Context: an optimization exercise on an open-source flow, tuned for small area, a short achievable clock period and few clock cycles per item. The choices shown serve that exercise and are no tape-out recipe. Only simulation tests tie the RTL to the original design; equivalence was not proved. Power and IR drop assume default switching activity.

// ibc_pal_pack
module ibc_pal_pack (
    input  wire        clk,
    input  wire        rst,           
    input  wire        in_valid,
    output wire        in_ready,
    input  wire [7:0]  in_r,
    input  wire [7:0]  in_g,
    input  wire [7:0]  in_b,
    input  wire [7:0]  in_a,
    input  wire [2:0]  in_bpc_m1,     
    input  wire [2:0]  in_bits_m1,    
    input  wire        in_alpha,      
    output reg         out_valid,
    input  wire        out_ready,
    output reg  [31:0] out_value
);
Size: about 1600 cells after synthesis, roughly 77 I/O pins, roughly 11000 µm² of cells after synthesis.
export LEC_CHECK = 0
export ABC_AREA = 1
export CAP_MARGIN = 20
export CORE_MARGIN = 2
export CORE_UTILIZATION = 40
export PLACE_DENSITY = 0.6
export SLEW_MARGIN = 20
create_clock -name core_clock -period 48.0 [get_ports {clk}]
run.sh (not shown) runs the stock make flow with config.mk's settings and CLKGATE_MAP_FILE= SYNTH_SCRIPT=/design/flow/synth_recipe.tcl, a recipe that flattens the netlist after the stock synthesis.
Testbench counts at the start, summed over its fixed seeds: cycles 16,016, items 16,000.
==> next run, changes <==
==> flow/flow/run.sh (new file) <==
#!/bin/bash
# Own layout flow: the standard flow (standard.sh), with two changes in how the layout
# is made:
#  - synthesis maps the logic with an area-oriented ABC script (flow/abc_area.script,
#    used through ABC_AREA=1 from a copy of ORFS's scripts folder); everything else in
#    the synthesis, and so every register and its name, is the standard synthesis's;
#  - the resizer's timing repair aims for extra setup slack (SETUP_SLACK_MARGIN), so it
#    speeds up the paths from the input ports and to the output ports.
# Each tool's output goes to a log file of its own in the work folder.
set -euo pipefail
W=$(pwd)
rm -rf "$W/scripts_local"
cp -r "$FLOW_HOME/scripts" "$W/scripts_local"
cp "$W/flow/abc_area.script" "$W/scripts_local/abc_area.script"

bash standard.sh SCRIPTS_DIR="$W/scripts_local" synth > "$W/synth.log" 2>&1
bash standard.sh SETUP_SLACK_MARGIN="${MARGIN:-37}" finish > "$W/layout.log" 2>&1
test -s "$W/out/final.def"
==> flow/flow/abc_area.script (new file) <==
strash
&get -n
&fraig -x
&put
scorr
dc2
strash
dch -f
amap
==> flow/standard.sh (new file) <==
#!/bin/bash
# synth_recipe.tcl (not shown) runs the flow's synth.tcl, then flattens the netlist and writes it again
# the make line also repeats each setting of config.mk as NAME=value (left out here)
make -C /OpenROAD-flow-scripts/flow DESIGN_CONFIG=/design/flow/config.mk WORK_HOME=/design/flow/orfs CLKGATE_MAP_FILE= SYNTH_SCRIPT=/design/flow/synth_recipe.tcl "${@:-finish}"
removed: flow/run.sh
Effect: Critical path depth went down by 1; fmax came out higher by 4.8%; first-iteration DRC count goes up by 62%; worst hold slack improved by 0.018 ns; area after synthesis is lower by 18%; setup slack improves by 0.52 ns; wire length went down by 9.8%.


ibc_pal_pack, a different RTL version from the one above (not shown whole).
For scale: about 1100 cells after synthesis.
Settings: LEC_CHECK=0, ABC_AREA=1, CAP_MARGIN=20, CORE_MARGIN=2, CORE_UTILIZATION=40, PLACE_DENSITY=0.6, SLEW_MARGIN=20; clock period 48.0 ns.
standard.sh (not shown) runs the stock make flow with config.mk's settings and CLKGATE_MAP_FILE= SYNTH_SCRIPT=/design/flow/synth_recipe.tcl, a recipe that flattens the netlist after the stock synthesis.
==> flow/flow/run.sh <==
#!/bin/bash
# Own layout flow: the standard flow (standard.sh), with two changes in how the layout
# is made:
#  - synthesis maps the logic with an area-oriented ABC script (flow/abc_area.script,
#    used through ABC_AREA=1 from a copy of ORFS's scripts folder); everything else in
#    the synthesis, and so every register and its name, is the standard synthesis's;
#  - the resizer's timing repair aims for extra setup slack (SETUP_SLACK_MARGIN), so it
#    speeds up the paths from the input ports and to the output ports.
# Each tool's output goes to a log file of its own in the work folder.
set -euo pipefail
W=$(pwd)
rm -rf "$W/scripts_local"
cp -r "$FLOW_HOME/scripts" "$W/scripts_local"
cp "$W/flow/abc_area.script" "$W/scripts_local/abc_area.script"

bash standard.sh SCRIPTS_DIR="$W/scripts_local" synth > "$W/synth.log" 2>&1
bash standard.sh SETUP_SLACK_MARGIN="${MARGIN:-38}" finish > "$W/layout.log" 2>&1
test -s "$W/out/final.def"
==> flow/flow/abc_area.script <==
strash
&get -n
&fraig -x
&put
scorr
dc2
strash
dch -f
amap
The starting point completed with no timing, DRC or antenna violations.
Testbench counts at the start, summed over its fixed seeds: cycles 16,016, items 16,000.
Then changed:
==> flow/flow/run.sh (replaced) <==
#!/bin/bash
# Own layout flow: the standard flow (standard.sh), with these changes in how the
# layout is made:
#  - synthesis maps the logic with an area-oriented ABC script (flow/abc_area.script,
#    used through ABC_AREA=1 from a copy of ORFS's scripts folder) and leaves adders to
#    ABC (no ADDER_MAP_FILE); everything else in the synthesis, and so every register
#    and its name and cell type, is the standard synthesis's;
#  - the resizer's timing repair aims for extra setup slack (SETUP_SLACK_MARGIN), so it
#    speeds up the paths from the input ports and to the output ports;
#  - every input and output port still gets a buffer, but a plain buf_1 in place of the
#    delay cell buffer_ports picks by default; the resizer sizes it up where timing needs.
# Each tool's output goes to a log file of its own in the work folder.
set -euo pipefail
W=$(pwd)
rm -rf "$W/scripts_local"
cp -r "$FLOW_HOME/scripts" "$W/scripts_local"
cp "$W/flow/abc_area.script" "$W/scripts_local/abc_area.script"

bash standard.sh SCRIPTS_DIR="$W/scripts_local" ADDER_MAP_FILE= synth > "$W/synth.log" 2>&1
bash standard.sh SETUP_SLACK_MARGIN="${MARGIN:-37.5}" \
    BUFFER_PORTS_ARGS="-buffer_cell sky130_fd_sc_hd__buf_1" finish > "$W/layout.log" 2>&1
test -s "$W/out/final.def"
==> flow/flow/abc_area.script (replaced) <==
strash
&get -n
&fraig -x
&put
scorr
dc2
strash
&get -n
&deepsyn -T 120
&put
dch -f
amap
Result:
- cell area went down by 22%
- utilization went down by 4.1 points
- die area falls by 15%
- first-iteration DRC count falls by 23%
- fmax went up by 0.39%
- setup slack gets better by 0.041 ns


Another version of the RTL of ibc_pal_pack (not shown whole).
Size in the first run: roughly 110 flip-flops, ~77 I/O pins, roughly 0.0072 mm^2 of cells after synthesis.
==> flow/config.mk <==
export PLATFORM = sky130hd
export DESIGN_NAME = ibc_pal_pack
export DESIGN_NICKNAME = ibc_pal_pack
export VERILOG_FILES = /design/flow/design.v
export SDC_FILE = /design/flow/constraint.sdc
export NUM_CORES = 4
export LEC_CHECK = 0
export ABC_AREA = 1
export CAP_MARGIN = 20
export CORE_MARGIN = 2
export CORE_UTILIZATION = 50
export CTS_BUF_LIST = sky130_fd_sc_hd__clkbuf_8
export PLACE_DENSITY = 0.65
export SLEW_MARGIN = 20
==> flow/constraint.sdc <==
create_clock -name core_clock -period 48.0 [get_ports {clk}]
set_input_delay 9.6000 -clock core_clock [delete_from_list [all_inputs] [get_ports {clk}]]
set_output_delay 9.6000 -clock core_clock [all_outputs]
set_load 0.01 [all_outputs]
==> flow/flow/run.sh <==
#!/bin/bash
# Own layout flow: the standard flow (standard.sh), with these changes in how the
# layout is made:
#  - synthesis maps the logic with an area-oriented ABC script (flow/abc_area.script,
#    used through ABC_AREA=1 from a copy of ORFS's scripts folder) and leaves adders to
#    ABC (no ADDER_MAP_FILE); everything else in the synthesis, and so every register
#    and its name and cell type, is the standard synthesis's;
#  - the resizer's timing repair aims for extra setup slack (SETUP_SLACK_MARGIN), so it
#    speeds up the paths from the input ports and to the output ports;
#  - every input and output port still gets a buffer, but a plain buf_1 in place of the
#    delay cell buffer_ports picks by default; the resizer sizes it up where timing needs.
# Each tool's output goes to a log file of its own in the work folder.
set -euo pipefail
W=$(pwd)
rm -rf "$W/scripts_local"
cp -r "$FLOW_HOME/scripts" "$W/scripts_local"
cp "$W/flow/abc_area.script" "$W/scripts_local/abc_area.script"

bash standard.sh SCRIPTS_DIR="$W/scripts_local" ADDER_MAP_FILE= synth > "$W/synth.log" 2>&1
bash standard.sh SETUP_SLACK_MARGIN="${MARGIN:-37.5}" \
    BUFFER_PORTS_ARGS="-buffer_cell sky130_fd_sc_hd__buf_1" finish > "$W/layout.log" 2>&1
test -s "$W/out/final.def"
==> flow/flow/abc_area.script <==
strash
&get -n
&fraig -x
&put
scorr
dc2
strash
&get -n
&deepsyn -T 120
&put
dch -f
amap
The baseline finished clean.
Testbench counts at the start, summed over its fixed seeds: cycles 16,016, items 16,000.
Next try:
Settings changed: CTS_BUF_LIST sky130_fd_sc_hd__clkbuf_8 to sky130_fd_sc_hd__clkbuf_16, CTS_CLUSTER_DIAMETER set to 200, CTS_CLUSTER_SIZE set to 36.
Global-route usage came out higher by 0.19 points.
Cell count is unchanged.
Via count is about the same.
Hold slack got worse by 0.0097 ns.
Combinational power came out lower by about 0.6%.
Power came out higher by 6.6%.
Flip-flop and latch count does not change.
Sequential share of layout area came out lower by 0.40 points.
Next try:
==> flow/flow/abc_area.script (replaced) <==
strash
&get -n
&fraig -x
&put
scorr
dc2
strash
&get -n
&deepsyn -T 300
&put
dch -f
amap
Settings changed: CTS_BUF_LIST sky130_fd_sc_hd__clkbuf_16 to sky130_fd_sc_hd__clkbuf_8, CTS_CLUSTER_DIAMETER 200 to not set, CTS_CLUSTER_SIZE 36 to not set.
- The new run finished clean
- die area fell slightly
- core utilization is lower by 0.62 points
- worst setup slack is worse by 0.025 ns
- cell area decreases slightly
- global-route usage is lower by 1.4 points

-- re-timing with driven ports --
No port has a modelled driver above. Below, the same layouts with a new extraction and two added sets of constraints. Step 1, drivers: a clkbuf_16 drives clk and a buf_2 each remaining input, both assumed. Step 2 moves the port delays by t, midway between the first and last clock arrival at a register: inputs arrive t later, outputs are due t later. That takes back most of the time a late clock gives input paths. Three values: ideal, step 1, step 2; two values: the first two.
run | shift t [ns] | setup WS [ns] | worst data-port slew with drivers (ns)
the first run of note 1 | 0.428 | 36.592 / 36.540 / 36.919 | 0.04
the second run of note 1 | 0.415 | 37.109 / 37.058 / 36.802 | 0.06
the first run of note 2 | 0.413 | 37.472 / 37.424 / 37.454 | 0.06
the second run of note 2 | 0.418 | 37.514 / 37.466 / 37.332 | 0.04
the first run of note 3 | 0.429 | 37.451 / 37.413 / 37.275 | 0.03
the second run of note 3 | 0.400 | 37.493 / 37.450 / 37.311 | 0.03
the third run of note 3 | 0.433 | 37.468 / 37.424 / 37.274 | 0.04
After both steps every run listed still meets setup and hold. The setup slack of the second run of note 1, which loses most, moves by -0.051 ns with the drivers and by -0.307 ns with both steps.
